This is an optimization exercise on Yosys and OpenROAD, whose aim is small area, a short achievable clock period and few clock cycles, not a production implementation. No run shown here included a check of the RTL's function; only the layout flow was run. No activity file was given, so power comes from the tool's default toggle rates.

### design/flow/design.v
module pcwlc_core (
    input  wire        clk,
    input  wire        rst,
    input  wire        host_we,
    input  wire [2:0]  host_addr,
    input  wire [63:0] host_wdata,
    output wire [31:0] status,
    output wire [63:0] res,
    output wire [63:0] res2,
    output wire [31:0] erraddr,
    output reg         port_req,
    output reg         port_we,
    output reg  [1:0]  port_size,     
    output reg  [16:0] port_addr,
    output wire [31:0] port_wdata,
    input  wire        port_ack,
    input  wire [1:0]  port_fail,     
    input  wire [31:0] port_rdata,
    input  wire [63:0] now
);
    localparam [2:0] C_OK      = 3'd0;
    localparam [2:0] C_NOTFND  = 3'd1;
    localparam [2:0] C_ALIGN   = 3'd2;
    localparam [2:0] C_RANGE   = 3'd3;
    localparam [2:0] C_UNSUP   = 3'd4;
    localparam [2:0] C_IOFAIL  = 3'd5;
    localparam [2:0] C_ILLEGAL = 3'd6;
    localparam [4:0] OP_CFG_READ   = 5'h01;
    localparam [4:0] OP_CFG_WRITE  = 5'h02;
    localparam [4:0] OP_FIND_STD   = 5'h03;
    localparam [4:0] OP_FIND_EXT   = 5'h04;
    localparam [4:0] OP_ENABLE     = 5'h05;
    localparam [4:0] OP_DISABLE    = 5'h06;
    localparam [4:0] OP_RETRAIN    = 5'h07;
    localparam [4:0] OP_SET_SPEED  = 5'h08;
    localparam [4:0] OP_READ_STAT  = 5'h09;
    localparam [4:0] OP_WAIT_TRAIN = 5'h0A;
    localparam [4:0] OP_HOT_RESET  = 5'h0B;
    localparam [4:0] OP_SET_BITS   = 5'h0C;
    localparam [4:0] S_IDLE  = 5'd0;
    localparam [4:0] S_FIN   = 5'd1;    
    localparam [4:0] S_CFGR  = 5'd2;
    localparam [4:0] S_CFGW  = 5'd3;
    localparam [4:0] S_ST    = 5'd4;    
    localparam [4:0] S_HT    = 5'd5;    
    localparam [4:0] S_PTR   = 5'd6;    
    localparam [4:0] S_ENT   = 5'd7;    
    localparam [4:0] S_EXT   = 5'd8;    
    localparam [4:0] S_RMWR  = 5'd9;    
    localparam [4:0] S_RMWW  = 5'd10;   
    localparam [4:0] S_CAP   = 5'd11;
    localparam [4:0] S_LC2R  = 5'd12;
    localparam [4:0] S_LC2W  = 5'd13;
    localparam [4:0] S_LS    = 5'd14;
    localparam [4:0] S_HRHT  = 5'd15;   
    localparam [4:0] S_POLL  = 5'd16;   
    localparam [4:0] S_PCMP  = 5'd20;   
    localparam [4:0] S_POLL2 = 5'd18;   
    localparam [4:0] S_SLP0  = 5'd19;   
    localparam [4:0] S_SLP1  = 5'd21;   
    localparam [4:0] S_SLEEP = 5'd17;   
    localparam [7:0] PCIE_CAP_ID = 8'h10;
    reg [63:0] opa, opb;
    reg        busy, done, pf;
    reg [2:0]  code;
    reg [1:0]  iokind;
    reg        errv;        
    reg        resv;        
    reg        res1;        
    reg [63:0] res_q;       
    reg        dl_hi_n;     
    reg [2:0]  rs2c;        
    reg [4:0]  state;
    reg [4:0]  op;
    reg [1:0]  wc;
    reg        f;
    reg [15:0] imm;         
    reg        again;
    reg [11:0] cur;
    reg [8:0]  trip;        
    reg [63:0] lop;         
    reg        pz;          
    reg [64:0] wake_n;      
    assign port_wdata = res_q[31:0];
    assign status  = {22'd0, iokind & {2{done}}, 1'b0, code & {3{done}}, 1'b0, pf, done, busy};
    assign erraddr = {15'd0, port_addr & {17{errv & done}}};
    assign res     = (res_q & {64{resv}}) | {63'd0, res1};
    reg [15:0] res2_hi;
    always @(*) begin
        case (rs2c)
            3'd1:    res2_hi = 16'h4004;
            3'd2:    res2_hi = 16'h4014;
            3'd3:    res2_hi = 16'h4020;
            3'd4:    res2_hi = 16'h4030;
            3'd5:    res2_hi = 16'h4040;
            3'd6:    res2_hi = 16'h4050;
            default: res2_hi = 16'h0000;
        endcase
    end
    assign res2 = {res2_hi, 48'd0};
    wire [31:0] cw    = host_wdata[31:0];
    wire [4:0]  c_op  = cw[4:0];
    wire [1:0]  c_w   = cw[6:5];
    wire        c_f   = cw[7];
    wire        c_k   = cw[8];
    wire [15:0] c_imm = cw[31:16];
    wire        cmd_go = host_we && host_addr == 3'd0 && !busy;
    reg c_legal;
    always @(*) begin
        case (c_op)
            OP_CFG_READ, OP_CFG_WRITE: c_legal = (cw[15:7] == 9'd0);
            OP_FIND_STD:               c_legal = (cw[31:24] == 8'd0) && (cw[15:5] == 11'd0);
            OP_FIND_EXT:               c_legal = (cw[15:5] == 11'd0);
            OP_ENABLE, OP_DISABLE, OP_READ_STAT, OP_WAIT_TRAIN, OP_HOT_RESET:
                                       c_legal = (cw[31:5] == 27'd0);
            OP_RETRAIN:                c_legal = (cw[31:8] == 24'd0) && (c_w == 2'd0);
            OP_SET_SPEED:              c_legal = (cw[31:9] == 23'd0) && (c_w == 2'd0);
            OP_SET_BITS:               c_legal = (cw[15:8] == 8'd0) && (c_w == 2'd0);
            default:                   c_legal = 1'b0;
        endcase
    end
    wire c_misaligned = (c_w == 2'd1) ? c_imm[0] :
                        (c_w[1])      ? (c_imm[1:0] != 2'd0) : 1'b0;
    reg  c_out_of_range;
    always @(*) begin
        case (c_w)
            2'd0:    c_out_of_range = (opa[63:8]  != 56'd0);
            2'd1:    c_out_of_range = (opa[63:16] != 48'd0);
            2'd2:    c_out_of_range = (opa[63:32] != 32'd0);
            default: c_out_of_range = 1'b0;
        endcase
    end
    reg       speed_ok;
    reg [2:0] speed_code;
    always @(*) begin
        speed_ok   = 1'b1;
        speed_code = 3'd0;
        if (!c_k) begin
            if (opa[63:3] == 61'd0 && opa[2:0] != 3'd0 && opa[2:0] != 3'd7)
                speed_code = opa[2:0];
            else
                speed_ok = 1'b0;
        end else begin
            case (opa)
                64'h4004000000000000: speed_code = 3'd1;
                64'h4014000000000000: speed_code = 3'd2;
                64'h4020000000000000: speed_code = 3'd3;
                64'h4030000000000000: speed_code = 3'd4;
                64'h4040000000000000: speed_code = 3'd5;
                64'h4050000000000000: speed_code = 3'd6;
                default:              speed_ok   = 1'b0;
            endcase
        end
    end
    wire        ext_none  = (opa[63:9] == 55'd0) && (opa[8:0] < 9'h104);
    wire [12:0] cs_clamp  = (opa[63:12] != 52'd0) ? 13'd4096 : {1'b0, opa[11:0]};
    wire [12:0] cs_above  = cs_clamp - 13'd256;
    wire [8:0]  ext_trip1 = (cs_above[12:3] == 10'd0) ? 9'd0 : cs_above[11:3] - 9'd1;
    reg        c_req;
    reg [2:0]  c_code;
    reg        c_errv;
    reg [4:0]  c_state;
    reg [16:0] c_addr;
    reg [1:0]  c_size;
    always @(*) begin
        c_req   = 1'b0;
        c_code  = C_OK;
        c_errv  = 1'b0;
        c_state = S_FIN;
        c_addr  = 17'h006;
        c_size  = 2'd1;
        case (c_op)
            OP_CFG_READ, OP_CFG_WRITE: begin
                c_addr = {1'b0, c_imm};
                c_size = c_w[1] ? 2'd2 : c_w;
                if (c_misaligned) begin
                    c_code = C_ALIGN;
                    c_errv = 1'b1;
                end else if (c_op[1] && c_out_of_range) begin
                    c_code = C_RANGE;
                end else begin
                    c_req   = 1'b1;
                    c_state = c_op[1] ? S_CFGW : S_CFGR;
                end
            end
            OP_FIND_EXT: begin
                c_addr = 17'h100;
                c_size = 2'd2;
                if (ext_none) begin
                    c_code = C_NOTFND;
                end else begin
                    c_req   = 1'b1;
                    c_state = S_EXT;
                end
            end
            OP_HOT_RESET: begin
                c_addr  = 17'h00E;
                c_size  = 2'd0;
                c_req   = 1'b1;
                c_state = S_HRHT;
            end
            default: begin    
                if (c_op == OP_SET_SPEED && !speed_ok) begin
                    c_code = C_RANGE;
                end else begin
                    c_req   = 1'b1;
                    c_state = S_ST;
                end
            end
        endcase
        if (!c_legal) begin
            c_req   = 1'b0;
            c_code  = C_ILLEGAL;
            c_errv  = 1'b0;
            c_state = S_FIN;
        end
    end
    reg  [63:0] now_q;
    always @(posedge clk) now_q <= now;
    reg  [64:0] add_b;
    reg         add_c;
    always @(*) begin
        if (state == S_PCMP) begin
            add_b = {dl_hi_n, lop};
            add_c = 1'b1;
        end else if (state == S_POLL2 || state == S_SLP1 || state == S_SLEEP) begin
            add_b = wake_n;
            add_c = 1'b1;
        end else if (state == S_POLL) begin
            add_b = {1'b0, res_q};
            add_c = 1'b0;
        end else begin
            add_b = {1'b0, lop};
            add_c = 1'b0;
        end
    end
    localparam integer AW = 66;
    localparam integer AL = 7;                  
    wire [AW-1:0] ad_a = {2'b0, now_q};
    wire [AW-1:0] ad_b = {1'b0, add_b};
    wire [AW-1:0] ad_p = ad_a ^ ad_b;
    wire [AW-1:0] ad_g = (ad_a & ad_b) | {{(AW-1){1'b0}}, ad_p[0] & add_c};
    wire [AW-1:0] bk_g [0:2*AL];
    wire [AW-1:0] bk_p [0:2*AL];
    assign bk_g[0] = ad_g;
    assign bk_p[0] = ad_p;
    genvar bl, bi;
    generate
        for (bl = 0; bl < AL; bl = bl + 1) begin : g_up
            for (bi = 0; bi < AW; bi = bi + 1) begin : g_bit
                if (((bi + 1) % (2 << bl)) == 0) begin : g_node
                    assign bk_g[bl+1][bi] = bk_g[bl][bi] | (bk_p[bl][bi] & bk_g[bl][bi-(1<<bl)]);
                    assign bk_p[bl+1][bi] = bk_p[bl][bi] & bk_p[bl][bi-(1<<bl)];
                end else begin : g_copy
                    assign bk_g[bl+1][bi] = bk_g[bl][bi];
                    assign bk_p[bl+1][bi] = bk_p[bl][bi];
                end
            end
        end
        for (bl = AL - 1; bl >= 0; bl = bl - 1) begin : g_dn
            for (bi = 0; bi < AW; bi = bi + 1) begin : g_bit
                if (((bi + 1) % (2 << bl)) == (1 << bl) && (bi + 1) > (2 << bl)) begin : g_node
                    assign bk_g[2*AL-bl][bi] = bk_g[2*AL-bl-1][bi] | (bk_p[2*AL-bl-1][bi] & bk_g[2*AL-bl-1][bi-(1<<bl)]);
                    assign bk_p[2*AL-bl][bi] = bk_p[2*AL-bl-1][bi];
                end else begin : g_copy
                    assign bk_g[2*AL-bl][bi] = bk_g[2*AL-bl-1][bi];
                    assign bk_p[2*AL-bl][bi] = bk_p[2*AL-bl-1][bi];
                end
            end
        end
    endgenerate
    wire [AW-1:0] ad_cy = bk_g[2*AL];           
    wire [65:0]   nsum  = ad_p ^ {ad_cy[AW-2:0], add_c};
    reg         past;
    always @(posedge clk) past <= nsum[65];
    wire        lop_zero  = pz;
    wire        ack  = port_req && port_ack;
    wire        okk  = (port_fail == 2'd0);
    wire [31:0] rd   = port_rdata;
    wire is_std   = (op == OP_FIND_STD);
    wire is_rs    = (op == OP_READ_STAT);
    wire is_lsop  = (op == OP_READ_STAT) || (op == OP_WAIT_TRAIN);
    wire is_cap   = (op == OP_SET_SPEED) && !again;
    wire [7:0] walk_id = is_std ? imm[7:0] : PCIE_CAP_ID;
    reg [15:0] rmw_set, rmw_clr;
    always @(*) begin
        rmw_set = 16'd0;
        rmw_clr = 16'd0;
        case (op)
            OP_ENABLE:    rmw_clr = 16'h0010;
            OP_DISABLE:   rmw_set = 16'h0010;
            OP_RETRAIN:   if (again) rmw_clr = 16'h0020; else rmw_set = 16'h0020;
            OP_SET_SPEED: if (again) rmw_set = 16'h0020;           
                          else begin                               
                              rmw_set = {13'd0, imm[2:0]};
                              rmw_clr = 16'h000F;
                          end
            OP_HOT_RESET: if (again) rmw_clr = 16'h0040; else rmw_set = 16'h0040;
            OP_SET_BITS:  if (f) rmw_set = imm; else rmw_clr = imm;
            default:      ;
        endcase
    end
    wire [7:0] base_off = is_lsop ? 8'h12 : is_cap ? 8'h02 : 8'h10;
    wire [8:0] base_adr = {1'b0, cur[7:0]} + {1'b0, base_off};
    wire [4:0] base_st  = is_lsop ? S_LS : is_cap ? S_CAP : S_RMWR;
    wire [15:0] ls       = rd[15:0];
    wire [3:0]  ls_sc    = ls[3:0];
    wire        ls_known = (ls_sc >= 4'd1) && (ls_sc <= 4'd6);
    wire [31:0] ls_res   = {ls, 3'd0, ls[13], ls[11], ls[9:4], ls_known, ls_sc};
    wire [12:0] cs_m4    = lop[12:0] - 13'd4;
    wire        cs_big   = (lop[63:13] != 51'd0) || (cs_m4[12]);
    wire [11:0] nx       = rd[31:20];
    wire        cs_over  = !cs_big && (nx > cs_m4[11:0]);
    wire [16:0] addr_p4  = port_addr + 17'd4;
    wire [16:0] addr_lc2 = port_addr + 17'h2E;    
    wire ent_ff    = (rd[7:0] == 8'hFF);
    wire ent_match = (rd[7:0] == walk_id);
    wire ent_next  = (trip != 9'd0) && (rd[15:14] != 2'd0);
    wire ext_dead  = (rd == 32'h00000000) || (rd == 32'hFFFFFFFF);
    wire ext_match = (rd[15:0] == imm);
    wire ext_bad   = (nx[11:8] == 4'd0) || (nx == cur) || (trip == 9'd0) || cs_over;
    wire ext_mis   = (nx[1:0] != 2'd0);
    wire cfg_more  = (wc == 2'd3) && !again;
    reg       cont;
    reg [2:0] a_code;
    reg       a_errv;
    reg       a_resv;
    reg [4:0] a_state;
    always @(*) begin
        cont    = 1'b0;
        a_code  = C_OK;
        a_errv  = 1'b0;
        a_resv  = 1'b0;
        a_state = state;
        case (state)
            S_CFGR: begin
                cont   = cfg_more;
                a_resv = 1'b1;
            end
            S_CFGW: cont = cfg_more;
            S_ST: begin
                cont    = rd[4];
                a_code  = C_NOTFND;
                a_state = S_HT;
            end
            S_HT: begin
                cont    = (rd[6:1] == 6'd0) || (rd[6:0] == 7'd2);
                a_code  = C_NOTFND;
                a_state = S_PTR;
            end
            S_PTR: begin
                cont    = (rd[7:6] != 2'd0);
                a_code  = C_NOTFND;
                a_state = S_ENT;
            end
            S_ENT: begin
                if (!ent_ff && ent_match) begin
                    cont    = !is_std && !cur[0];
                    a_code  = is_std ? C_OK : C_ALIGN;
                    a_errv  = !is_std;
                    a_resv  = is_std;
                    a_state = base_st;
                end else begin
                    cont    = !ent_ff && ent_next;
                    a_code  = C_NOTFND;
                end
            end
            S_EXT: begin
                if (ext_dead) begin
                    a_code = C_NOTFND;
                end else if (ext_match) begin
                    a_resv = 1'b1;
                end else if (ext_bad) begin
                    a_code = C_NOTFND;
                end else begin
                    cont   = !ext_mis;
                    a_code = C_ALIGN;
                    a_errv = 1'b1;
                end
            end
            S_RMWR: begin
                cont    = 1'b1;
                a_state = S_RMWW;
            end
            S_RMWW: begin
                cont    = ((op == OP_RETRAIN && f) || op == OP_HOT_RESET) && !again;
                a_state = S_RMWR;
            end
            S_CAP: begin
                cont    = (rd[3:1] != 3'd0);
                a_code  = C_UNSUP;
                a_state = S_LC2R;
            end
            S_LC2R: begin
                cont    = 1'b1;
                a_state = S_LC2W;
            end
            S_LC2W: begin
                cont    = f;
                a_state = S_ST;
            end
            S_LS: begin
                a_resv  = is_rs;
            end
            S_HRHT: begin
                cont    = (rd[6:0] == 7'd1);
                a_code  = C_UNSUP;
                a_state = S_RMWR;
            end
            default: ;
        endcase
    end
    wire poll  = (state == S_LS) && !is_rs && ls[11];
    wire hsleep = (state == S_RMWW) && (op == OP_HOT_RESET) && !again && !lop_zero;
    always @(posedge clk) begin
        if (rst) begin
            opa      <= 64'd0;
            opb      <= 64'd0;
            busy     <= 1'b0;
            done     <= 1'b0;
            pf       <= 1'b0;
            resv     <= 1'b0;
            res1     <= 1'b0;
            rs2c     <= 3'd0;
            errv     <= 1'b0;
            state    <= S_IDLE;
            port_req <= 1'b0;
        end else begin
            if (host_we && host_addr == 3'd2) opa <= host_wdata;
            if (host_we && host_addr == 3'd3) opb <= host_wdata;
            if (host_we && host_addr == 3'd0 && busy) pf <= 1'b1;
            if (cmd_go) begin
                busy     <= 1'b1;
                done     <= 1'b0;
                resv     <= 1'b0;
                res1     <= 1'b0;
                rs2c     <= 3'd0;
                errv     <= c_errv;
                code     <= c_code;
                iokind   <= 2'd0;
                port_req <= c_req;
                state    <= c_state;
            end else if (state == S_FIN) begin
                busy  <= 1'b0;
                done  <= 1'b1;
                state <= S_IDLE;
            end else if (state == S_POLL) begin
                state <= S_PCMP;
            end else if (state == S_PCMP) begin
                state <= S_POLL2;
            end else if (state == S_SLP0) begin
                state <= S_SLP1;
            end else if (state == S_SLP1) begin
                state <= S_SLEEP;
            end else if (state == S_POLL2) begin
                if (past) begin
                    code  <= C_OK;
                    busy  <= 1'b0;
                    done  <= 1'b1;
                    state <= S_IDLE;
                end else if (lop_zero) begin
                    port_req <= 1'b1;
                    state    <= S_ST;
                end else begin
                    state <= S_SLEEP;
                end
            end else if (state == S_SLEEP) begin
                if (past) begin
                    port_req <= 1'b1;
                    state    <= (op == OP_HOT_RESET) ? S_RMWR : S_ST;
                end
            end else if (ack) begin
                if (!okk) begin
                    port_req <= 1'b0;
                    code     <= C_IOFAIL;
                    iokind   <= port_fail;
                    errv     <= 1'b1;
                    busy     <= 1'b0;
                    done     <= 1'b1;
                    state    <= S_IDLE;
                end else if (poll) begin
                    port_req <= 1'b0;
                    state    <= S_POLL;
                end else if (hsleep) begin
                    port_req <= 1'b0;
                    state    <= S_SLP0;
                end else begin
                    port_req <= cont;
                    busy     <= cont;
                    done     <= !cont;
                    code     <= a_code;
                    errv     <= a_errv && !cont;
                    resv     <= a_resv && !cont;
                    res1     <= (state == S_LS) && !is_rs && !cont;
                    state    <= cont ? a_state : S_IDLE;
                    if (state == S_LS && is_rs)
                        rs2c <= ls_known ? ls_sc[2:0] : 3'd0;
                end
            end
        end
    end
    reg first;    
    always @(posedge clk) begin
        first <= !busy;
        if (!busy) begin
            op    <= c_op;
            wc    <= c_w;
            f     <= c_f;
            imm   <= (c_op == OP_SET_SPEED) ? {13'd0, speed_code} : c_imm;
            lop   <= opa;
            pz    <= (opa == 64'd0);
            again <= 1'b0;
            cur   <= 12'h100;
            trip  <= ext_trip1;
            port_we   <= (c_op == OP_CFG_WRITE);
            port_size <= c_size;
        end
        if (busy && first && op == OP_WAIT_TRAIN) begin
            lop     <= ~nsum[63:0];
            dl_hi_n <= ~nsum[64];
            res_q   <= opb;
            pz      <= (opb == 64'd0);
        end
        if (cmd_go) begin
            port_addr   <= c_addr;
            res_q[31:0] <= opa[31:0];
        end
        case (state)
            S_CFGR: begin
                if (!again) res_q[31:0] <= rd;
                if (wc == 2'd3) begin
                    if (again) res_q[63:32] <= rd;
                end else begin
                    res_q[63:32] <= 32'd0;
                    res_q[31:0]  <= (wc == 2'd0) ? {24'd0, rd[7:0]} :
                                    (wc == 2'd1) ? {16'd0, rd[15:0]} : rd;
                end
            end
            S_ENT: if (is_std) res_q <= {56'd0, cur[7:0]};
            S_EXT: res_q <= {52'd0, cur};
            S_RMWR, S_LC2R: res_q[31:0] <= {16'd0, (rd[15:0] & ~rmw_clr) | rmw_set};
            S_LS: if (is_rs) res_q <= {32'd0, ls_res};
            default: ;
        endcase
        if (state == S_POLL || state == S_SLP0)
            wake_n <= ~nsum[64:0];
        if (ack && okk) begin
            case (state)
                S_CFGR: begin
                    again     <= 1'b1;
                    port_addr <= addr_p4;
                end
                S_CFGW: begin
                    again       <= 1'b1;
                    port_addr   <= addr_p4;
                    res_q[31:0] <= lop[63:32];
                end
                S_ST: begin
                    port_addr <= 17'h00E;
                    port_size <= 2'd0;
                end
                S_HT: begin
                    port_addr <= rd[1] ? 17'h014 : 17'h034;
                end
                S_PTR: begin
                    cur       <= {4'd0, rd[7:0]};
                    trip      <= 9'd47;
                    port_addr <= {9'd0, rd[7:2], 2'b00};
                    port_size <= 2'd1;
                end
                S_ENT: begin
                    cur       <= {4'd0, rd[15:8]};
                    trip      <= trip - 9'd1;
                    port_addr <= ent_match ? {8'd0, base_adr} : {9'd0, rd[15:10], 2'b00};
                end
                S_EXT: begin
                    cur       <= nx;
                    trip      <= trip - 9'd1;
                    port_addr <= {5'd0, nx};
                end
                S_RMWR: begin
                    port_we <= 1'b1;
                end
                S_RMWW: begin
                    again   <= 1'b1;
                    port_we <= 1'b0;
                end
                S_CAP: begin
                    port_addr <= addr_lc2;
                end
                S_LC2R: begin
                    port_we <= 1'b1;
                end
                S_LC2W: begin
                    again     <= 1'b1;
                    port_we   <= 1'b0;
                    port_addr <= 17'h006;
                end
                S_HRHT: begin
                    port_addr <= 17'h03E;
                    port_size <= 2'd1;
                end
                S_LS: begin
                    port_addr <= 17'h006;
                end
                default: ;
            endcase
        end
    end
endmodule
### design/flow/run.sh
#!/bin/bash
# synth_recipe.tcl (not shown) runs the flow's synth.tcl, then flattens the netlist and writes it again
# the make line also repeats each setting of config.mk as NAME=value (left out here)
make -C /OpenROAD-flow-scripts/flow DESIGN_CONFIG=/design/flow/config.mk WORK_HOME=/design/flow/orfs CLKGATE_MAP_FILE= SYNTH_SCRIPT=/design/flow/synth_recipe.tcl finish
### design/flow/config.mk
export PLATFORM = sky130hd
export DESIGN_NAME = pcwlc_core
export DESIGN_NICKNAME = pcwlc_core
export VERILOG_FILES = /design/flow/design.v
export SDC_FILE = /design/flow/constraint.sdc
export NUM_CORES = 4
export LEC_CHECK = 0
export CAP_MARGIN = 20
export CORE_MARGIN = 2
export CORE_UTILIZATION = 40
export SETUP_SLACK_MARGIN = 4
export SLEW_MARGIN = 20
### design/flow/constraint.sdc
create_clock -name core_clock -period 8.0 [get_ports {clk}]
set_input_delay 1.6000 -clock core_clock [delete_from_list [all_inputs] [get_ports {clk}]]
set_output_delay 1.6000 -clock core_clock [all_outputs]
set_load 0.01 [all_outputs]
==> report_table.html, run 1 <==
<table>
<tr><th>Metric</th><th>Value</th></tr>
<tr><th colspan="2">Run status</th></tr>
<tr><td>Status</td><td>complete, no violations</td></tr>
<tr><th colspan="2">Die</th></tr>
<tr><td>Die Span Y</td><td>~270 um</td></tr>
<tr><td>Boundary Pins</td><td>414</td></tr>
<tr><td>Die area</td><td>around 70000 um2</td></tr>
<tr><td>Starting Density</td><td>40.5%</td></tr>
<tr><td>Floorplan Core Area</td><td>67400 um2</td></tr>
<tr><td>Total number of placement rows</td><td>95</td></tr>
<tr><td>Die Wd</td><td>265 um</td></tr>
<tr><th colspan="2">STA</th></tr>
<tr><td>Setup clock skew after layout</td><td>0.0337 ns</td></tr>
<tr><td>Max Transition Viols Final</td><td>0</td></tr>
<tr><td>Peak clock frequency supported by timing</td><td>213 MHz</td></tr>
<tr><td>Crit path time final</td><td>4.71 ns</td></tr>
<tr><td>Setup-violating endpoint count in the final report</td><td>0</td></tr>
<tr><td>Hold Violations, Final</td><td>0</td></tr>
<tr><td>Fin worst setup slack</td><td>3.29 ns</td></tr>
<tr><td>Actual transition at the worst max-transition pin</td><td>1.11 ns</td></tr>
<tr><td>Setup tns final</td><td>0 ns</td></tr>
<tr><td>Unrepaired setup endpoints after global routing</td><td>yes</td></tr>
<tr><td>Rel. slew slack</td><td>between 20% and 30%</td></tr>
<tr><td>Portion of the clock cycle consumed by the worst path in the final layout</td><td>58.8%</td></tr>
<tr><td>Minimum hold slack</td><td>roughly 0.47 ns</td></tr>
<tr><th colspan="2">CTS</th></tr>
<tr><td>Total clock buffers created by CTS</td><td>54</td></tr>
<tr><td>Clock root cell</td><td>clkbuf_16</td></tr>
<tr><td>Number of H-tree levels</td><td>2</td></tr>
<tr><td>Count of hold-fix buffers inserted at cts</td><td>0</td></tr>
<tr><td>Later-pin clock latency in the skew report</td><td>0.66 ns</td></tr>
<tr><td>CTS tree</td><td>built</td></tr>
<tr><td>Clock transition at the register clock pins on the worst setup and hold paths after CTS</td><td>0.06 ns</td></tr>
<tr><td>Max Buffers Root-to-Sink</td><td>3</td></tr>
<tr><td>Sinks on the clock net</td><td>475</td></tr>
<tr><th colspan="2">Job</th></tr>
<tr><td>Number of violations of the max-capacitance limit</td><td>0</td></tr>
<tr><th colspan="2">Placement</th></tr>
<tr><td>Post-Place Worst Slack</td><td>2.33 ns</td></tr>
<tr><td>Port Buffer Count</td><td>315</td></tr>
<tr><td>HPWL reported at the end of detailed placement</td><td>84.2 mm</td></tr>
<tr><td>Placed inst area</td><td>30700 um2</td></tr>
<tr><td>GPL Wtd Cong</td><td>1.05</td></tr>
<tr><th colspan="2">Route</th></tr>
<tr><td>Amount of wire on met2 after detailed routing</td><td>52.2 mm</td></tr>
<tr><td>Detailed-route wire length on metal 1</td><td>between 40 and 50 mm</td></tr>
<tr><td>Number of nets with antenna violations after detailed routing</td><td>0</td></tr>
<tr><td>Routed via count divided by cell count</td><td>6.03</td></tr>
<tr><td>Number of remaining DRC errors</td><td>0</td></tr>
<tr><td>Uppermost signal routing layer after detailed routing</td><td>met5</td></tr>
<tr><td>Met3 WL</td><td>13.4 mm</td></tr>
<tr><td>Drt first pass iters</td><td>19</td></tr>
<tr><td>Wire per inst</td><td>~27 um</td></tr>
<tr><td>Via total after detailed routing</td><td>between 20000 and 30000</td></tr>
<tr><td>Iter 0 DRT Violations</td><td>3759</td></tr>
<tr><td>Wire length reported by the detailed router</td><td>118 mm</td></tr>
<tr><th colspan="2">GRT</th></tr>
<tr><td>Global-route total usage across every layer</td><td>32.4%</td></tr>
<tr><td>Pin count of the biggest net entering global routing</td><td>74</td></tr>
<tr><td>Global-route wire length before repair</td><td>169 mm</td></tr>
<tr><td>Initial antenna violation count</td><td>7</td></tr>
<tr><td>Number of global-route vias before repair</td><td>24700</td></tr>
<tr><td>Total overflow reported by the global router</td><td>0</td></tr>
<tr><th colspan="2">Power</th></tr>
<tr><td>Static Leakage</td><td>0.0140 uW</td></tr>
<tr><td>Worst vdd rail ir drop</td><td>0.177 mV</td></tr>
<tr><td>Power per cell area</td><td>214 nW/um2</td></tr>
<tr><th colspan="2">Setup path</th></tr>
<tr><td>Data required time of the critical path</td><td>8.40 ns</td></tr>
<tr><td>Critical Path Max Stage Delay</td><td>0.43 ns</td></tr>
<tr><td>Most prevalent standard cell on the critical path</td><td>buf_12</td></tr>
<tr><td>Kind of critical path</td><td>register to register</td></tr>
<tr><td>Top delay family on crit path</td><td>compound AO/OA/AOI/OAI gates</td></tr>
<tr><td>Worst Setup Start Kind</td><td>register</td></tr>
<tr><td>Arrival time at the worst endpoint</td><td>slightly above 5 ns</td></tr>
<tr><td>Critical-path top delay cell</td><td>a222oi_1</td></tr>
<tr><td>Sort of element at the end of the critical path</td><td>register</td></tr>
<tr><td>CP Buf/Inv Count</td><td>8</td></tr>
<tr><td>Largest fanout on the critical path</td><td>15</td></tr>
<tr><th colspan="2">Logic synthesis</th></tr>
<tr><td>Library cell occupying the most area in the post-synthesis netlist</td><td>dfxtp_1</td></tr>
<tr><td>Distinct cells, synth</td><td>81</td></tr>
<tr><td>Sequential share of the synthesized area</td><td>40.7%</td></tr>
<tr><td>Share of synthesized flip-flops with an asynchronous set or reset</td><td>0%</td></tr>
<tr><td>Post-synthesis instance area</td><td>27300 um2</td></tr>
<tr><td>Leading cell types by total area after synthesis</td><td>dfxtp_1 23%, edfxtp_1 18%, nand2_1 9.1%</td></tr>
<tr><td>Number of warnings issued by yosys</td><td>1</td></tr>
<tr><td>Commonest cells in the synthesized netlist</td><td>665 x nand2_1, 313 x dfxtp_1, 299 x a21oi_1</td></tr>
<tr><td>Most numerous cell in the Yosys netlist</td><td>nand2_1</td></tr>
<tr><td>Most common flop cell mapped by yosys</td><td>dfxtp_1</td></tr>
<tr><td>Syn_area_per_cell</td><td>8.38 um2</td></tr>
<tr><td>Synth Register Bits</td><td>475</td></tr>
<tr><td>Number of synthesized flops with an enable pin</td><td>162</td></tr>
<tr><td>Cell count after synthesis</td><td>3262</td></tr>
<tr><td>Area share of the leading cell type in the synthesized netlist</td><td>22.9%</td></tr>
<tr><th colspan="2">Worst hold path</th></tr>
<tr><td>Class of the worst hold path</td><td>register to register</td></tr>
<tr><th colspan="2">Cells and area</th></tr>
<tr><td>Final instance area</td><td>34300 um2</td></tr>
<tr><td>Synthesis-to-finish area growth</td><td>25.4%</td></tr>
<tr><td>Post-layout nets</td><td>3810</td></tr>
<tr><td>Ratio of cells with drive above 1 in the final layout</td><td>a little under an eighth</td></tr>
</table>
==> worst paths after layout <==
path	from	end	slack [ns]	cells after the start
setup / recovery	state[1]	lop[63]	3.29	25
setup reg to reg	state[1]	lop[63]	3.29	25
hold / removal	opb[32]	opb[32]	0.47	2
hold reg to reg	opb[32]	opb[32]	0.47	2
==> layer usage <==
layer  vias up  GRT usage (%)
met5         -              0
met4         8           20.8
met3       408           7.34
met2      1779           50.3
met1     12700           40.8
li1      11900              -
==> report_power, final <==
group / internal, uW / total, uW / switching, uW
combinational: 703 / 1610 / 906
sequential: 2680 / 2980 / 305
clock: 1620 / 2720 / 1100
==> flip-flops by register name, summed over array words and instances, names as in the netlist, 2 cells and up <==
signal	count
imm	16
opb	64
rs2c	3
wake_n	65
lop	64
trip	9
cur	12
res_q	64
port_size	2
port_addr	17
code	3
opa	64
state	5
wc	2
now_q	64
iokind	2
op	5
==> cell usage in the layout, fill, tap and decap left out, types with 37 or more instances in the layout <==
master           count
nand2_1            656
dfxtp_1            307
a21oi_1            288
clkdlybuf4s50_1    278
nor2_1             168
edfxtp_1           162
inv_1              126
o21ai_0            114
conb_1              98
buf_4               96
a222oi_1            94
and2_1              91
ha_1                85
nor4_1              58
clkbuf_16           55
nand3_1             45
nand4_1             42
a31oi_1             42
mux2i_1             40
nor3_1              39
xor2_1              38
xnor2_1             37
==> cell type report <==
class	instances	area [um2]
well taps	873	1090
clock buffers	68	1460
repair buffers	455	4580
clock inverters	34	468
inverters	136	536
multi-input cells	2399	15000
diodes	6	15.0
fillers	6434	33100
flip-flops and latches	475	11100
==> logic make-up after synthesis <==
family	after synthesis	share of synthesized area, %
flip-flops	475	40.7
XOR/XNOR	92	2.95
AND/OR/NAND/NOR	1269	21.2
other	1	0.0137
multiplexers	48	1.80
AO/OA/AOI/OAI	771	18.3
adder cells (fa/ha/maj)	120	6.40
buffers and inverters	486	8.58
==> timing repair <==
item	in CTS	in global routing
resized for setup	186	91
endpoints found under the setup margin	205	126
hold endpoints to repair	0	0
buffers inserted	64	27
cloned	7	1
pin swaps	65	70
==> worst register-to-register path, cell delays in order (launching register included) <==
cell and delay (ns):
dfxtp_2 0.35, buf_12 0.12, clkinvlp_4 0.11, nand2_4 0.10, a21oi_4 0.08, buf_12 0.13, buf_4 0.13, buf_12 0.14
a222oi_1 0.44, inv_1 0.15, ha_4 0.30, and4_1 0.20, a21o_1 0.12, a311o_1 0.16, nand3_2 0.14, o21ai_4 0.24
a21o_4 0.22, buf_12 0.12, clkinv_8 0.05, o21ai_4 0.13, a31oi_4 0.11, o21a_2 0.24, fa_2 0.39, xor2_1 0.16
nand2_1 0.07, nand2_1 0.06
==> metrics by stage <==
| stage | instances | power [uW] | utilization (%) |
|---|---|---|---|
| floorplan | 3359 | 3820 | - |
| global placement | 4238 | 4440 | 45.5 |
| detailed placement | 4239 | 4430 | 45.5 |
| CTS | 4412 | 7220 | 50.2 |
| global route | 4440 | 7540 | 50.8 |
| finish | 4446 | 7310 | 50.8 |
==> inputs of run 2 (changes only) <==
==> design/flow/flow/run.sh (new file) <==
#!/bin/bash
# Layout flow: the standard flow (standard.sh: the standard synthesis,
# then ORFS to the routed layout) with two layout settings changed:
#  - the port buffers are buf_4 cells instead of the delay buffers that
#    buffer_ports picks by default;
#  - the resizer may change a cell's footprint when it sizes cells
#    (MATCH_CELL_FOOTPRINT=0), so timing repair can upsize freely.
# The output of the whole run goes to standard.log in the work folder; ORFS
# keeps each step's log under orfs/logs/.
set -euo pipefail
bash standard.sh MATCH_CELL_FOOTPRINT=0 \
    "BUFFER_PORTS_ARGS=-buffer_cell sky130_fd_sc_hd__buf_4" \
    finish > standard.log 2>&1
==> design/flow/standard.sh (new file) <==
#!/bin/bash
# synth_recipe.tcl (not shown) runs the flow's synth.tcl, then flattens the netlist and writes it again
# the make line also repeats each setting of config.mk as NAME=value (left out here)
make -C /OpenROAD-flow-scripts/flow DESIGN_CONFIG=/design/flow/config.mk WORK_HOME=/design/flow/orfs CLKGATE_MAP_FILE= SYNTH_SCRIPT=/design/flow/synth_recipe.tcl "${@:-finish}"
removed: design/flow/run.sh
==> run 2 against run 1 <==
Against the previous run: register-to-register slack better by 0.09 ns; largest cell class unchanged; routed wire length decreased by 0.19%; via count decreased by 0.22%; sequential power about the same.
==> report_table.html, run 2 <==
<table>
<tr><th>Metric</th><th>Value</th></tr>
<tr><th colspan="2">Run status</th></tr>
<tr><td>Status</td><td>complete, no violations</td></tr>
<tr><th colspan="2">CTS</th></tr>
<tr><td>Sinks on the clock net</td><td>475 (unchanged)</td></tr>
<tr><td>CTS tree</td><td>built</td></tr>
<tr><td>Clock root cell</td><td>clkbuf_16</td></tr>
<tr><td>Number of H-tree levels</td><td>2 (unchanged)</td></tr>
<tr><td>Max Buffers Root-to-Sink</td><td>3 (unchanged)</td></tr>
<tr><td>Total clock buffers created by CTS</td><td>54 (unchanged)</td></tr>
<tr><td>Later-pin clock latency in the skew report</td><td>0.65 ns (about the same)</td></tr>
<tr><td>Clock transition at the register clock pins on the worst setup and hold paths after CTS</td><td>0.06 ns (about the same)</td></tr>
<tr><td>Count of hold-fix buffers inserted at cts</td><td>0 (unchanged)</td></tr>
<tr><th colspan="2">Cells and area</th></tr>
<tr><td>Reg with most FFs</td><td>wake_n</td></tr>
<tr><td>Post-layout nets</td><td>3802 (-0.21%)</td></tr>
<tr><td>Most frequent standard cell in the layout excluding fill and tap cells</td><td>nand2_1</td></tr>
<tr><td>Ratio of cells with drive above 1 in the final layout</td><td>19.5% (+7.6 points)</td></tr>
<tr><td>Footprint of the multi-input gates</td><td>15000 um2 (+0.45%)</td></tr>
<tr><td>Largest register FFs</td><td>65 (unchanged)</td></tr>
<tr><td>Most used cells in the layout excluding fill and tap cells</td><td>658 x nand2_1, 405 x buf_4, 307 x dfxtp_1</td></tr>
<tr><td>Layout filler cell count</td><td>6546 (+1.7%)</td></tr>
<tr><td>Synthesis-to-finish area growth</td><td>21.8%</td></tr>
<tr><td>Util after Layout</td><td>49.4% (-1.5 points)</td></tr>
<tr><td>Storage element area</td><td>11200 um2 (about the same)</td></tr>
<tr><th colspan="2">Power</th></tr>
<tr><td>Static Leakage</td><td>0.0142 uW (+1.4%)</td></tr>
<tr><td>Worst vdd rail ir drop</td><td>0.187 mV (+5.7%)</td></tr>
<tr><td>Power per cell area</td><td>212 nW/um2 (-0.87%)</td></tr>
<tr><td>Power Total</td><td>7040 uW (-3.7%)</td></tr>
<tr><th colspan="2">Route</th></tr>
<tr><td>Wire per inst</td><td>26.6 um (+0.12%)</td></tr>
<tr><td>Iter 0 DRT Violations</td><td>4106 (+9.2%)</td></tr>
<tr><td>Via total after detailed routing</td><td>26700 (-0.22%)</td></tr>
<tr><td>Wire length reported by the detailed router</td><td>118 mm (-0.19%)</td></tr>
<tr><td>Number of remaining DRC errors</td><td>0 (unchanged)</td></tr>
<tr><td>Number of nets with antenna violations after detailed routing</td><td>0 (unchanged)</td></tr>
<tr><td>Routed via count divided by cell count</td><td>6.03 (about the same)</td></tr>
<tr><td>Drt first pass iters</td><td>9 (-10)</td></tr>
<tr><th colspan="2">Logic synthesis</th></tr>
<tr><td>Area share of and/or/nand/nor cells after synthesis</td><td>21.2% (unchanged)</td></tr>
<tr><td>Commonest cells in the synthesized netlist</td><td>665 x nand2_1, 313 x dfxtp_1, 299 x a21oi_1</td></tr>
<tr><td>Cell count after synthesis</td><td>3262 (unchanged)</td></tr>
<tr><td>Leading cell types by total area after synthesis</td><td>dfxtp_1 23%, edfxtp_1 18%, nand2_1 9.1%</td></tr>
<tr><td>Share of the synthesized netlist area taken by xor and xnor gates</td><td>2.95% (unchanged)</td></tr>
<tr><td>Number of synthesized flops with an enable pin</td><td>162 (unchanged)</td></tr>
<tr><td>Arithmetic-cell share of the synthesized area counting full adders, half adders and majority gates</td><td>6.40% (unchanged)</td></tr>
<tr><td>Most numerous cell in the Yosys netlist</td><td>nand2_1</td></tr>
<tr><td>Proportion of synthesized area in mux cells</td><td>1.80% (unchanged)</td></tr>
<tr><td>Post-synthesis instance area</td><td>27300 um2 (unchanged)</td></tr>
<tr><td>Most common flop cell mapped by yosys</td><td>dfxtp_1</td></tr>
<tr><td>Syn_area_per_cell</td><td>8.38 um2 (unchanged)</td></tr>
<tr><td>Share of synthesized flip-flops with an asynchronous set or reset</td><td>0% (unchanged)</td></tr>
<tr><td>Synth Register Bits</td><td>475 (unchanged)</td></tr>
<tr><td>Area share of the leading cell type in the synthesized netlist</td><td>22.9% (unchanged)</td></tr>
<tr><td>Library cell occupying the most area in the post-synthesis netlist</td><td>dfxtp_1</td></tr>
<tr><td>Main combinational cell family by area after synthesis</td><td>simple AND/OR/NAND/NOR gates</td></tr>
<tr><td>Sequential share of the synthesized area</td><td>40.7% (unchanged)</td></tr>
<tr><td>Number of warnings issued by yosys</td><td>1 (unchanged)</td></tr>
<tr><td>Distinct cells, synth</td><td>81 (unchanged)</td></tr>
<tr><td>Synth Area in Compound Gates</td><td>18.3% (unchanged)</td></tr>
<tr><th colspan="2">STA</th></tr>
<tr><td>Setup clock skew after layout</td><td>0.0217 ns (-0.0119 ns)</td></tr>
<tr><td>Unrepaired setup endpoints after global routing</td><td>yes</td></tr>
<tr><td>Setup tns final</td><td>0 ns (unchanged)</td></tr>
<tr><td>Minimum hold slack</td><td>0.478 ns (+0.00356 ns)</td></tr>
<tr><td>Crit path time final</td><td>4.61 ns (-0.0928 ns)</td></tr>
<tr><td>Peak clock frequency supported by timing</td><td>217 MHz (+2.0%)</td></tr>
<tr><td>Actual transition at the worst max-transition pin</td><td>1.18 ns (+0.0665 ns)</td></tr>
<tr><td>Rel. slew slack</td><td>21.2% (-4.1 points)</td></tr>
<tr><td>Portion of the clock cycle consumed by the worst path in the final layout</td><td>57.7% (-1.2 points)</td></tr>
<tr><td>Hold Violations, Final</td><td>0 (unchanged)</td></tr>
<tr><td>Setup-violating endpoint count in the final report</td><td>0 (unchanged)</td></tr>
<tr><td>Max Transition Viols Final</td><td>0 (unchanged)</td></tr>
<tr><th colspan="2">Placement</th></tr>
<tr><td>HPWL reported at the end of detailed placement</td><td>83.4 mm (-0.94%)</td></tr>
<tr><td>Port Buffer Count</td><td>315 (unchanged)</td></tr>
<tr><td>GPL Wtd Cong</td><td>1.02 (-3.5%)</td></tr>
<tr><th colspan="2">Setup path</th></tr>
<tr><td>Crit Reg-Reg Endpoint</td><td>lop[54]</td></tr>
<tr><td>Kind of critical path</td><td>register to register</td></tr>
<tr><td>Sort of element at the end of the critical path</td><td>register</td></tr>
<tr><td>Cell count of the worst reg-to-reg path</td><td>21 (-16%)</td></tr>
<tr><td>Worst Setup Start Kind</td><td>register</td></tr>
<tr><td>Largest fanout on the critical path</td><td>15 (unchanged)</td></tr>
<tr><td>Arrival time at the worst endpoint</td><td>5.00 ns (-0.10 ns)</td></tr>
<tr><td>Critical-path top delay cell</td><td>fa_1</td></tr>
<tr><td>Cell breakdown of the critical path</td><td>buf_12, inv_2, buf_4, nor2_2, a21oi_1, nor2_2, fa_2, fa_2, a211oi_2, o21ai_2, a311o_1, nand3_2, o21ai_4, a21o_4, a31oi_4, o21a_1, o21bai_1, a21oi_2, fa_1, nand2_1, nand2_1</td></tr>
<tr><td>Reg2reg setup slack</td><td>3.39 ns (+0.09 ns)</td></tr>
<tr><td>R2r startpoint</td><td>state[1]</td></tr>
<tr><td>Critical Path Max Stage Delay</td><td>0.44 ns (about the same)</td></tr>
<tr><td>Data required time of the critical path</td><td>8.39 ns (about the same)</td></tr>
<tr><th colspan="2">Worst hold path</th></tr>
<tr><td>Class of the worst hold path</td><td>register to register</td></tr>
<tr><td>Hold Path Stages</td><td>2 (unchanged)</td></tr>
<tr><td>Worst Hold Path EP</td><td>opa[57]</td></tr>
<tr><td>Start point of the worst min-delay path</td><td>opa[57]</td></tr>
<tr><th colspan="2">Die</th></tr>
<tr><td>Starting Density</td><td>40.5% (unchanged)</td></tr>
<tr><td>Total number of placement rows</td><td>95 (unchanged)</td></tr>
<tr><td>Floorplan Core Area</td><td>67400 um2 (unchanged)</td></tr>
<tr><td>Boundary Pins</td><td>414 (unchanged)</td></tr>
<tr><td>Die Span Y</td><td>265 um (unchanged)</td></tr>
<tr><td>Die Wd</td><td>265 um (unchanged)</td></tr>
<tr><td>Die area</td><td>70400 um2 (unchanged)</td></tr>
<tr><th colspan="2">GRT</th></tr>
<tr><td>Pin count of the biggest net entering global routing</td><td>107 (+45%)</td></tr>
<tr><td>Total overflow reported by the global router</td><td>0 (unchanged)</td></tr>
<tr><td>Initial antenna violation count</td><td>7 (unchanged)</td></tr>
<tr><td>Global-route wire length before repair</td><td>167 mm (-0.93%)</td></tr>
<tr><td>Number of global-route vias before repair</td><td>24500 (-0.77%)</td></tr>
<tr><td>Global-route total usage across every layer</td><td>32.1% (-0.32 points)</td></tr>
<tr><th colspan="2">Job</th></tr>
<tr><td>Number of violations of the max-capacitance limit</td><td>0 (unchanged)</td></tr>
</table>
## run 2: routing by layer
| metal | GRT usage, % | vias to the layer above | share of wire (%) |
|---|---|---|---|
| li1 | - | 11900 | - |
| met1 | 41.1 | 12800 | 38 |
| met2 | 50.3 | 1666 | 45 |
| met3 | 6.01 | 401 | 10 |
| met4 | 19.6 | 4 | 7.3 |
| met5 | 0 | - | 0.026 |
## run 2: layout make-up
class	count	area share, %
inverters	136	1.56
clock buffers	75	4.63
multi-input cells	2402	45.2
well taps	873	3.28
flip-flops and latches	475	33.5
diodes	1	0.00752
clock inverters	26	0.839
repair buffers	444	11.0
## run 2: cell families (layout without fill, tap and decap cells)
kind of cell | Yosys count | after routing
simple gates | 1269 | 1273
compound gates | 771 | 771
buf+inv | 486 | 681
flops | 475 | 475
fa+ha+maj | 120 | 120
xor+xnor | 92 | 92
mux | 48 | 48
other cells | 1 | 99
## run 2: what timing repair did
| item | in CTS | in global routing |
|---|---|---|
| buffers inserted | 54 | 33 |
| pin swaps | 60 | 69 |
| gates cloned | 7 | 3 |
| setup endpoints to repair | 134 | 124 |
| gates resized for setup | 95 | 51 |
## run 2: worst max-delay path by stage
stage             start      end  slack (ns)
6_report       state[1]  lop[54]        3.39
5_1_grt        state[4]  lop[54]        3.22
4_1_cts        state[3]  lop[54]        3.39
3_5_place_dp   state[0]  lop[62]        2.27
3_3_place_gp   state[0]  lop[62]        2.28
2_1_floorplan  state[1]  lop[54]        3.55
## run 2: power by group
part	internal [uW]	switching (uW)
clock	1480	1110
sequential	2680	310
combinational	628	838
total	4790	2260
## run 2: worst max-delay path, delay by kind of cell (launching register included)
family | cells | cell delay (ns)
compound gates | 10 | 1.93
fa+ha+maj | 3 | 1.17
simple gates | 5 | 0.46
buf+inv | 3 | 0.43
flops | 1 | 0.36
## run 2: per-stage QoR
stage,instance area [um2],setup slack (ns),cells
after floorplan,28000,3.55,3359
after global routing,33300,3.22,4431
after detailed placement,29800,2.27,4232
final,33300,3.39,4432
after CTS,32700,3.39,4394
after global placement,29800,2.28,4232
==> inputs of run 3 (changes only) <==
--- a/design/flow/design.v
+++ b/design/flow/design.v
@@ -54,10 +54,8 @@
     localparam [4:0] S_LS    = 5'd14;
     localparam [4:0] S_HRHT  = 5'd15;   
     localparam [4:0] S_POLL  = 5'd16;   
-    localparam [4:0] S_PCMP  = 5'd20;   
     localparam [4:0] S_POLL2 = 5'd18;   
     localparam [4:0] S_SLP0  = 5'd19;   
-    localparam [4:0] S_SLP1  = 5'd21;   
     localparam [4:0] S_SLEEP = 5'd17;   
     localparam [7:0] PCIE_CAP_ID = 8'h10;
     reg [63:0] opa, opb;
@@ -215,18 +213,16 @@
             c_state = S_FIN;
         end
     end
-    reg  [63:0] now_q;
-    always @(posedge clk) now_q <= now;
     reg  [64:0] add_b;
     reg         add_c;
     always @(*) begin
-        if (state == S_PCMP) begin
+        if (state == S_POLL) begin
             add_b = {dl_hi_n, lop};
             add_c = 1'b1;
-        end else if (state == S_POLL2 || state == S_SLP1 || state == S_SLEEP) begin
+        end else if (state == S_POLL2 || state == S_SLP0 || state == S_SLEEP) begin
             add_b = wake_n;
             add_c = 1'b1;
-        end else if (state == S_POLL) begin
+        end else if (state == S_LS) begin
             add_b = {1'b0, res_q};
             add_c = 1'b0;
         end else begin
@@ -236,7 +232,7 @@
     end
     localparam integer AW = 66;
     localparam integer AL = 7;                  
-    wire [AW-1:0] ad_a = {2'b0, now_q};
+    wire [AW-1:0] ad_a = {2'b0, now};
     wire [AW-1:0] ad_b = {1'b0, add_b};
     wire [AW-1:0] ad_p = ad_a ^ ad_b;
     wire [AW-1:0] ad_g = (ad_a & ad_b) | {{(AW-1){1'b0}}, ad_p[0] & add_c};
@@ -445,12 +441,8 @@
                 done  <= 1'b1;
                 state <= S_IDLE;
             end else if (state == S_POLL) begin
-                state <= S_PCMP;
-            end else if (state == S_PCMP) begin
                 state <= S_POLL2;
             end else if (state == S_SLP0) begin
-                state <= S_SLP1;
-            end else if (state == S_SLP1) begin
                 state <= S_SLEEP;
             end else if (state == S_POLL2) begin
                 if (past) begin
@@ -542,7 +534,7 @@
             S_LS: if (is_rs) res_q <= {32'd0, ls_res};
             default: ;
         endcase
-        if (state == S_POLL || state == S_SLP0)
+        if (state == S_LS || state == S_RMWW)
             wake_n <= ~nsum[64:0];
         if (ack && okk) begin
             case (state)
==> run 3 against run 2 <==
Against the previous run: first-iteration DRC count decreased by 17%; maximum frequency increased by 0.77%; total power fell by 6.2%; still clean; worst hold slack lost 0.010 ns; cell area is 3.7% lower; highest routed layer unchanged; die area is 3.7% lower; sequential cell count is 64 lower; sequential share of layout area shrank 2.7 points; routed wire length is essentially flat.
==> report_table.html, run 3 <==
<table>
<tr><th>Metric</th><th>Value</th></tr>
<tr><th colspan="2">Logic synthesis</th></tr>
<tr><td>Synth Register Bits</td><td>411 (-13%)</td></tr>
<tr><td>Post-synthesis instance area</td><td>26300 um2 (-3.8%)</td></tr>
<tr><td>Most numerous cell in the Yosys netlist</td><td>nand2_1</td></tr>
<tr><td>Number of synthesized flops with an enable pin</td><td>162 (unchanged)</td></tr>
<tr><td>Most common flop cell mapped by yosys</td><td>dfxtp_1</td></tr>
<tr><td>Library cell occupying the most area in the post-synthesis netlist</td><td>dfxtp_1</td></tr>
<tr><td>Cell count after synthesis</td><td>3287 (+0.77%)</td></tr>
<tr><td>Sequential share of the synthesized area</td><td>37.5% (-3.3 points)</td></tr>
<tr><td>Area share of the leading cell type in the synthesized netlist</td><td>19.0% (-4.0 points)</td></tr>
<tr><td>Number of warnings issued by yosys</td><td>1 (unchanged)</td></tr>
<tr><td>Leading cell types by total area after synthesis</td><td>dfxtp_1 19%, edfxtp_1 18%, nand2_1 9.4%</td></tr>
<tr><td>Distinct cells, synth</td><td>80 (-1.2%)</td></tr>
<tr><td>Commonest cells in the synthesized netlist</td><td>661 x nand2_1, 319 x a21oi_1, 249 x dfxtp_1</td></tr>
<tr><td>Share of synthesized flip-flops with an asynchronous set or reset</td><td>0% (unchanged)</td></tr>
<tr><td>Syn_area_per_cell</td><td>8.00 um2 (-4.5%)</td></tr>
<tr><th colspan="2">Route</th></tr>
<tr><td>Wire per inst</td><td>26.6 um (+0.14%)</td></tr>
<tr><td>Number of remaining DRC errors</td><td>0 (unchanged)</td></tr>
<tr><td>Iter 0 DRT Violations</td><td>3389 (-17%)</td></tr>
<tr><td>Number of nets with antenna violations after detailed routing</td><td>0 (unchanged)</td></tr>
<tr><td>Drt first pass iters</td><td>9 (unchanged)</td></tr>
<tr><td>Wire length reported by the detailed router</td><td>118 mm (about the same)</td></tr>
<tr><td>Routed via count divided by cell count</td><td>6.01 (-0.49%)</td></tr>
<tr><td>Via total after detailed routing</td><td>26600 (-0.58%)</td></tr>
<tr><th colspan="2">Die</th></tr>
<tr><td>Boundary Pins</td><td>414 (unchanged)</td></tr>
<tr><td>Starting Density</td><td>40.2% (-0.33 points)</td></tr>
<tr><td>Die Span Y</td><td>260 um (-1.9%)</td></tr>
<tr><td>Die area</td><td>67800 um2 (-3.7%)</td></tr>
<tr><td>Die Wd</td><td>260 um (-1.9%)</td></tr>
<tr><td>Total number of placement rows</td><td>94 (-1.1%)</td></tr>
<tr><td>Floorplan Core Area</td><td>65400 um2 (-3.0%)</td></tr>
<tr><th colspan="2">Cells and area</th></tr>
<tr><td>Layout filler cell count</td><td>6466 (-1.2%)</td></tr>
<tr><td>Most used cells in the layout excluding fill and tap cells</td><td>652 x nand2_1, 415 x buf_4, 306 x a21oi_1</td></tr>
<tr><td>Footprint of the multi-input gates</td><td>15300 um2 (+1.5%)</td></tr>
<tr><td>Synthesis-to-finish area growth</td><td>21.8% (about the same)</td></tr>
<tr><td>Post-layout nets</td><td>3813 (+0.29%)</td></tr>
<tr><td>Most frequent standard cell in the layout excluding fill and tap cells</td><td>nand2_1</td></tr>
<tr><td>Ratio of cells with drive above 1 in the final layout</td><td>19.3% (-0.19 points)</td></tr>
<tr><td>Largest register FFs</td><td>65 (unchanged)</td></tr>
<tr><td>Storage element area</td><td>9860 um2 (-12%)</td></tr>
<tr><td>Final instance area</td><td>32000 um2 (-3.7%)</td></tr>
<tr><td>Reg with most FFs</td><td>wake_n</td></tr>
<tr><th colspan="2">Setup path</th></tr>
<tr><td>Critical-path top delay cell</td><td>fa_2</td></tr>
<tr><td>Data required time of the critical path</td><td>8.40 ns (about the same)</td></tr>
<tr><td>Sort of element at the end of the critical path</td><td>register</td></tr>
<tr><td>Largest fanout on the critical path</td><td>7 (-8)</td></tr>
<tr><td>Arrival time at the worst endpoint</td><td>4.97 ns (-0.03 ns)</td></tr>
<tr><td>Most prevalent standard cell on the critical path</td><td>fa_2</td></tr>
<tr><td>Cell breakdown of the critical path</td><td>buf_12, nor2_4, nand2_8, nor3_4, a21oi_4, nor2_2, a21oi_2, fa_2, fa_2, a211oi_4, o21ai_2, a311o_1, nand3_2, o21ai_4, a21o_4, a31oi_4, o21a_1, o21bai_1, a21oi_2, fa_2, nand2_1, nand2_1</td></tr>
<tr><td>Kind of critical path</td><td>register to register</td></tr>
<tr><td>CP Buf/Inv Count</td><td>1 (-2)</td></tr>
<tr><td>Critical Path Max Stage Delay</td><td>0.46 ns (+0.02 ns)</td></tr>
<tr><td>Top delay family on crit path</td><td>compound AO/OA/AOI/OAI gates</td></tr>
<tr><td>Worst Setup Start Kind</td><td>register</td></tr>
<tr><th colspan="2">STA</th></tr>
<tr><td>Fin worst setup slack</td><td>3.42 ns (+0.0354 ns)</td></tr>
<tr><td>Unrepaired setup endpoints after global routing</td><td>yes</td></tr>
<tr><td>Minimum hold slack</td><td>0.468 ns (-0.0104 ns)</td></tr>
<tr><td>Crit path time final</td><td>4.58 ns (-0.0354 ns)</td></tr>
<tr><td>Portion of the clock cycle consumed by the worst path in the final layout</td><td>57.2% (-0.44 points)</td></tr>
<tr><td>Setup tns final</td><td>0 ns (unchanged)</td></tr>
<tr><td>Actual transition at the worst max-transition pin</td><td>1.18 ns (+0.000772 ns)</td></tr>
<tr><td>Rel. slew slack</td><td>21.4% (+0.20 points)</td></tr>
<tr><td>Hold Violations, Final</td><td>0 (unchanged)</td></tr>
<tr><td>Peak clock frequency supported by timing</td><td>218 MHz (+0.77%)</td></tr>
<tr><td>Setup clock skew after layout</td><td>0.0359 ns (+0.0142 ns)</td></tr>
<tr><td>Setup-violating endpoint count in the final report</td><td>0 (unchanged)</td></tr>
<tr><td>Max Transition Viols Final</td><td>0 (unchanged)</td></tr>
<tr><th colspan="2">Placement</th></tr>
<tr><td>Port Buffer Count</td><td>315 (unchanged)</td></tr>
<tr><td>Placed inst area</td><td>28700 um2 (-3.7%)</td></tr>
<tr><td>HPWL reported at the end of detailed placement</td><td>82.8 mm (-0.76%)</td></tr>
<tr><td>GPL Wtd Cong</td><td>0.970 (-4.5%)</td></tr>
<tr><td>Post-Place Worst Slack</td><td>2.29 ns (+0.0152 ns)</td></tr>
<tr><th colspan="2">GRT</th></tr>
<tr><td>Pin count of the biggest net entering global routing</td><td>130 (+21%)</td></tr>
<tr><td>Global-route wire length before repair</td><td>166 mm (-0.77%)</td></tr>
<tr><td>Initial antenna violation count</td><td>3 (-4)</td></tr>
<tr><td>Total overflow reported by the global router</td><td>0 (unchanged)</td></tr>
<tr><td>Global-route total usage across every layer</td><td>33.4% (+1.2 points)</td></tr>
<tr><td>Number of global-route vias before repair</td><td>24100 (-1.6%)</td></tr>
<tr><th colspan="2">Power</th></tr>
<tr><td>Worst vdd rail ir drop</td><td>0.172 mV (-8.1%)</td></tr>
<tr><td>Static Leakage</td><td>0.0132 uW (-6.5%)</td></tr>
<tr><td>Power per cell area</td><td>206 nW/um2 (-2.5%)</td></tr>
<tr><th colspan="2">CTS</th></tr>
<tr><td>Clock transition at the register clock pins on the worst setup and hold paths after CTS</td><td>0.06 ns (about the same)</td></tr>
<tr><td>Sinks on the clock net</td><td>411 (-13%)</td></tr>
<tr><td>Later-pin clock latency in the skew report</td><td>0.64 ns (about the same)</td></tr>
<tr><td>Max Buffers Root-to-Sink</td><td>3 (unchanged)</td></tr>
<tr><td>CTS tree</td><td>built</td></tr>
<tr><td>Clock root cell</td><td>clkbuf_16</td></tr>
<tr><td>Total clock buffers created by CTS</td><td>48 (-11%)</td></tr>
<tr><td>Number of H-tree levels</td><td>2 (unchanged)</td></tr>
<tr><th colspan="2">Run status</th></tr>
<tr><td>Status</td><td>complete, no violations</td></tr>
<tr><th colspan="2">Worst hold path</th></tr>
<tr><td>Class of the worst hold path</td><td>register to register</td></tr>
<tr><th colspan="2">Job</th></tr>
<tr><td>Number of violations of the max-capacitance limit</td><td>0 (unchanged)</td></tr>
</table>
## run 3: cell types whose count changed in the layout (fill, tap and decap cells not counted), sizes merged, moves of 6 or more
| cell | change |
|---|---|
| inv | -32 |
| a222oi | -63 |
| a22o | +7 |
| o21a | +21 |
| nor4 | +6 |
| dfxtp | -64 |
| xor2 | -8 |
| nor2 | +46 |
| o211ai | +7 |
| o22ai | +55 |
| a21oi | +20 |
| o21ai | +6 |
| nand3 | +14 |
## run 3: layer usage
layer  track usage (%)  part of all wire, %
met1              42.2                   38
met2              51.9                   45
met3              7.20                   11
met4              20.8                  7.0
met5                 0                0.011
## run 3: logic make-up after synthesis
| group | Yosys count | synth area share (%) |
|---|---|---|
| adder cells (fa/ha/maj) | 120 | 6.65 |
| other | 1 | 0.0143 |
| AO/OA/AOI/OAI | 833 | 19.6 |
| multiplexers | 49 | 1.90 |
| buffers and inverters | 464 | 8.58 |
| XOR/XNOR | 86 | 2.86 |
| AND/OR/NAND/NOR | 1323 | 22.9 |
| flip-flops | 411 | 37.5 |
## run 3: cell type report
cell class,instances,area share [%]
Antenna cell,2,0.0156
Timing Repair Buffer,450,11.7
Clock buffer,67,4.50
Sequential cell,411,30.8
Inverter,104,1.23
Tap cell,864,3.38
Clock inverter,21,0.699
Multi-Input combinational cell,2509,47.6
## run 3: worst paths after layout
path / startpoint / end / slack [ns] / cells after the start
worst max-delay path: state[3] / lop[54] / 3.42 / 22
worst min-delay path: opb[49] / opb[49] / 0.47 / 2
worst max register to register: state[3] / lop[54] / 3.42 / 22
worst min register to register: opb[49] / opb[49] / 0.47 / 2
## run 3: repair_timing
item                       in CTS  in global routing
gates resized for setup       107                 63
gates cloned                   10                  3
setup endpoints to repair     158                115
buffers inserted               43                 38
hold buffers                    0                  0
pin swaps                      30                 44
## run 3: worst reg2reg max path: cells and delay by family, from the launching register on
family	cells	cell delay (ns)
buffers and inverters	1	0.13
AND/OR/NAND/NOR	7	0.87
flip-flops	1	0.35
AO/OA/AOI/OAI	11	1.80
adder cells (fa/ha/maj)	3	1.21
## run 3: power breakdown
group | internal [uW] | switching, uW
clock | 1360 | 991
sequential | 2360 | 316
combinational | 651 | 931
total | 4370 | 2240
## run 3: stage by stage
stage	util (%)	cells	power [uW]
2_1_floorplan	-	3384	3520
3_5_place_dp	43.9	4244	4120
3_3_place_gp	43.9	4244	4120
6_report	49.0	4428	6610
5_1_grt	49.0	4426	6830
4_1_cts	47.9	4385	6500

port drivers added, routing unchanged:
No port has a modelled driver above. Below, the same layouts with a new extraction and two added sets of constraints.
Step 1: set_driving_cell puts a clkbuf_16 on clk and a buf_2 on each other input, an assumption about the parent block.
Step 2 also shifts input and output timing later by t, the mid clock arrival at the registers, as if the neighbouring blocks saw the same clock.
a / b / c = no drivers / after step 1 / after step 2; a / b = the first two.
run | t, ns | setup slack, ns | worst setup path after step 2 | clock arrival spread, ns
run 1 | 0.703 | 3.295 / 3.295 / 3.295 | register to register | 0.034 / 0.034
run 2 | 0.708 | 3.388 / 3.388 / 3.356 | input to register | 0.025 / 0.024
run 3 | 0.685 | 3.423 / 3.423 / 2.876 | input to register | 0.036 / 0.037
After both steps setup and hold are still met in every run listed. For run 3, which loses most, drivers alone change the setup slack by 0.000 ns; drivers and shift together by -0.547 ns.
